This is an optimization exercise on Yosys and OpenROAD, whose aim is small area, a short achievable clock period and few clock cycles, not a production implementation. RTL that was checked went through simulation tests only; none was proved equivalent to the original. The clock port is modelled as an ideal driver; clocking choices that lean on that would not hold on a real chip. No activity file was given, so power comes from the tool's default toggle rates.

Setup of before:
## ng_core
module ng_core (
    input  wire        clk,
    input  wire        rst,
    input  wire        cmd_valid,
    output wire        cmd_ready,
    input  wire [31:0] cmd_word,
    input  wire [63:0] cmd_operand,
    output wire [63:0] state_q,
    output wire [63:0] result,
    output wire [31:0] status,
    output wire        sample_valid,
    input  wire        sample_ready,
    output wire [7:0]  sample_data
);
clock: 27.0 ns
lec_check: 0
abc_area: 1
cap_margin: 20
core_margin: 2
core_utilization: 65
cts_cluster_diameter: 70
cts_cluster_size: 24
slew_margin: 20
standard.sh (not shown) runs the stock make flow with config.mk's settings and CLKGATE_MAP_FILE= SYNTH_SCRIPT=/design/flow/synth_recipe.tcl, a recipe that flattens the netlist after the stock synthesis.
==> flow/flow/run.sh <==
#!/bin/bash
# Standard layout, with every port buffered by a buf_1, timing repair asked for
# 16.5 ns of setup slack (a 10.5 ns period) instead of 0, and after CTS the
# cmd_ready gate reading rst straight from rst's port buffer (flow/eco_ready.tcl).
set -euo pipefail
export BUFFER_PORTS_ARGS="-buffer_cell sky130_fd_sc_hd__buf_1"
export SETUP_SLACK_MARGIN=16.5
export POST_CTS_TCL="$PWD/flow/eco_ready.tcl"
bash standard.sh synth > synth.log 2>&1
bash standard.sh > layout.log 2>&1
==> flow/flow/eco_ready.tcl <==
# Sourced by ORFS at the end of its CTS step (POST_CTS_TCL). The path from rst to
# cmd_ready is the design's critical path; if timing repair left buffers between
# rst's port buffer and the gate that drives cmd_ready's port buffer, read rst for
# that gate straight from the port buffer instead (the logic is unchanged).
set block [ord::get_db_block]
proc eco_driver {net} {
  foreach it [$net getITerms] { if {[$it isOutputSignal]} { return $it } }
  return ""
}
proc eco_is_buf {inst} {
  set m [[$inst getMaster] getName]
  return [regexp {__(buf|clkbuf)_[0-9]+$} $m]
}
set rnet [[$block findBTerm rst] getNet]
set pbuf ""
foreach it [$rnet getITerms] { if {[$it isInputSignal]} { set pbuf [$it getInst] } }
set pnet ""
if {$pbuf ne "" && [eco_is_buf $pbuf]} {
  foreach it [$pbuf getITerms] { if {[$it isOutputSignal]} { set pnet [$it getNet] } }
}
set onet [[$block findBTerm cmd_ready] getNet]
set od [eco_driver $onet]
set gate ""
if {$od ne "" && [eco_is_buf [$od getInst]]} {
  foreach it [[$od getInst] getITerms] {
    if {[$it isInputSignal]} { set gd [eco_driver [$it getNet]]; if {$gd ne ""} { set gate [$gd getInst] } }
  }
}
if {$pnet ne "" && $gate ne ""} {
  foreach it [$gate getITerms] {
    if {![$it isInputSignal]} continue
    set n [$it getNet]
    set hops 0
    set d [eco_driver $n]
    while {$d ne "" && [eco_is_buf [$d getInst]] && $hops < 8} {
      set src ""
      foreach jt [[$d getInst] getITerms] { if {[$jt isInputSignal]} { set src [$jt getNet] } }
      if {$src eq ""} break
      if {[$src getName] eq [$pnet getName]} {
        puts "eco_ready: [[$gate getMaster] getName] [$gate getName]/[[$it getMTerm] getName] from [$n getName] to [$pnet getName]"
        $it disconnect
        $it connect $pnet
        break
      }
      set d [eco_driver $src]
      incr hops
    }
  }
}
estimate_parasitics -placement
Status before: flow complete, layout not clean - antenna rules
Testbench counts of before, summed over its fixed seeds: cycles 13,424.
Setup changes, before to after
==> flow/flow/run.sh <==
#!/bin/bash
# Standard layout, with every port buffered by a buf_1, timing repair asked for
# 16.5 ns of setup slack (a 10.5 ns period) instead of 0, after CTS the
# cmd_ready gate reading rst straight from rst's port buffer (flow/eco_ready.tcl),
# and up to 10 rounds of antenna repair after global and detailed routing.
set -euo pipefail
export BUFFER_PORTS_ARGS="-buffer_cell sky130_fd_sc_hd__buf_1"
export SETUP_SLACK_MARGIN=16.5
export POST_CTS_TCL="$PWD/flow/eco_ready.tcl"
export MAX_REPAIR_ANTENNAS_ITER_GRT=10
export MAX_REPAIR_ANTENNAS_ITER_DRT=10
bash standard.sh synth > synth.log 2>&1
bash standard.sh > layout.log 2>&1
-- flow/config.mk --
<<< before, line 10
export CORE_MARGIN = 2
export CORE_UTILIZATION = 65
export CTS_CLUSTER_DIAMETER = 70
export CTS_CLUSTER_SIZE = 24
export SLEW_MARGIN = 20
>>> after, line 10
export CORE_MARGIN = 2
export CORE_UTILIZATION = 60
export CTS_CLUSTER_DIAMETER = 75
export CTS_CLUSTER_SIZE = 28
export SLEW_MARGIN = 20
Results
- The wire length after detailed routing of after and that of before are within noise of each other.
- Total power: after better than before
- after finished every step from synthesis to the final layout, and the layout passed the timing, DRC and antenna checks.
- Between before and after, the difference in achievable frequency is negligible.

========
Another version of the RTL of ng_core (not shown whole).
For scale: about 4200 cells after synthesis, about 1500 flip-flops, about 270 I/O pins, roughly 48000 um^2 of cells after synthesis.
==> flow/config.mk <==
export PLATFORM = sky130hd
export DESIGN_NAME = ng_core
export DESIGN_NICKNAME = ng_core
export VERILOG_FILES = /design/flow/design.v
export SDC_FILE = /design/flow/constraint.sdc
export NUM_CORES = 4
export LEC_CHECK = 0
export CAP_MARGIN = 20
export CORE_MARGIN = 2
export CORE_UTILIZATION = 40
export SLEW_MARGIN = 20
==> flow/constraint.sdc <==
create_clock -name core_clock -period 27.0 [get_ports {clk}]
set_input_delay 5.4000 -clock core_clock [delete_from_list [all_inputs] [get_ports {clk}]]
set_output_delay 5.4000 -clock core_clock [all_outputs]
set_load 0.01 [all_outputs]
==> flow/flow/run.sh <==
#!/bin/bash
# Standard layout, with every port buffered by a buf_2 and timing repair asked
# for 16.5 ns of setup slack (a 10.5 ns period) instead of 0.
set -euo pipefail
export BUFFER_PORTS_ARGS="-buffer_cell sky130_fd_sc_hd__buf_2"
export SETUP_SLACK_MARGIN=16.5
bash standard.sh synth > synth.log 2>&1
bash standard.sh > layout.log 2>&1
The first run completed with no timing, DRC or antenna violations.
Next try:
==> flow/run.sh (new file) <==
#!/bin/bash
# synth_recipe.tcl (not shown) runs the flow's synth.tcl, then flattens the netlist and writes it again
# the make line also repeats each setting of config.mk as NAME=value (left out here)
make -C /OpenROAD-flow-scripts/flow DESIGN_CONFIG=/design/flow/config.mk WORK_HOME=/design/flow/orfs CLKGATE_MAP_FILE= SYNTH_SCRIPT=/design/flow/synth_recipe.tcl finish
Settings changed: CORE_UTILIZATION 40 to 65, CTS_CLUSTER_DIAMETER set to 80, CTS_CLUSTER_SIZE set to 30.
removed: flow/flow/run.sh
removed: flow/standard.sh
Effect: The new run completed without violations. Non-clock buffer count falls by 12. Via count falls by 1.6%. Synthesized area stays the same. Combinational power rises by about 3%. Clock power falls by 48%. Core utilization rises by 26 points. Hold slack is better by 0.0032 ns. Global-route usage rises by 10 points. Power falls by 22%. Sequential share of layout area rises by 3.1 points. Register-to-register slack is better by 0.51 ns.
Function was not checked in any run of this note: the RTL went through the layout flow alone.

==> afterwards: timing with drivers on the ports <==
No port has a modelled driver above. Below, the same layouts with a new extraction and two added sets of constraints.
Step 1 sets driving cells, clkbuf_16 on the clock port and buf_2 on the other inputs (assumed; they add their load-dependent delay and slew).
Step 2, shift: input delay + t, output delay - t, t = (earliest + latest rising clock arrival at the registers) / 2. This alone moves slack from input paths to output paths.
a / b / c = ideal ports / drivers / drivers and shift; a / b = the first two.
run	t (ns)	slack for setup (ns)	hold slack, ns	slew at the worst register clock pin (ns)	pins driven straight from the clock port
before	0.722	15.894 / 15.844 / 15.844	0.312 / 0.312 / 0.312	0.10 / 0.10	1
after	0.726	15.891 / 15.853 / 15.853	0.312 / 0.312 / 0.312	0.11 / 0.11	1
the first run of note 2	0.812	15.713 / 15.479 / 15.479	0.295 / 0.295 / 0.295	0.07 / 0.07	1
the second run of note 2	0.730	14.240 / 14.212 / 14.212	0.299 / 0.299 / 0.299	0.12 / 0.12	1
For the first run of note 2, which loses most, drivers alone change the setup slack by -0.234 ns; drivers and shift together by -0.234 ns.
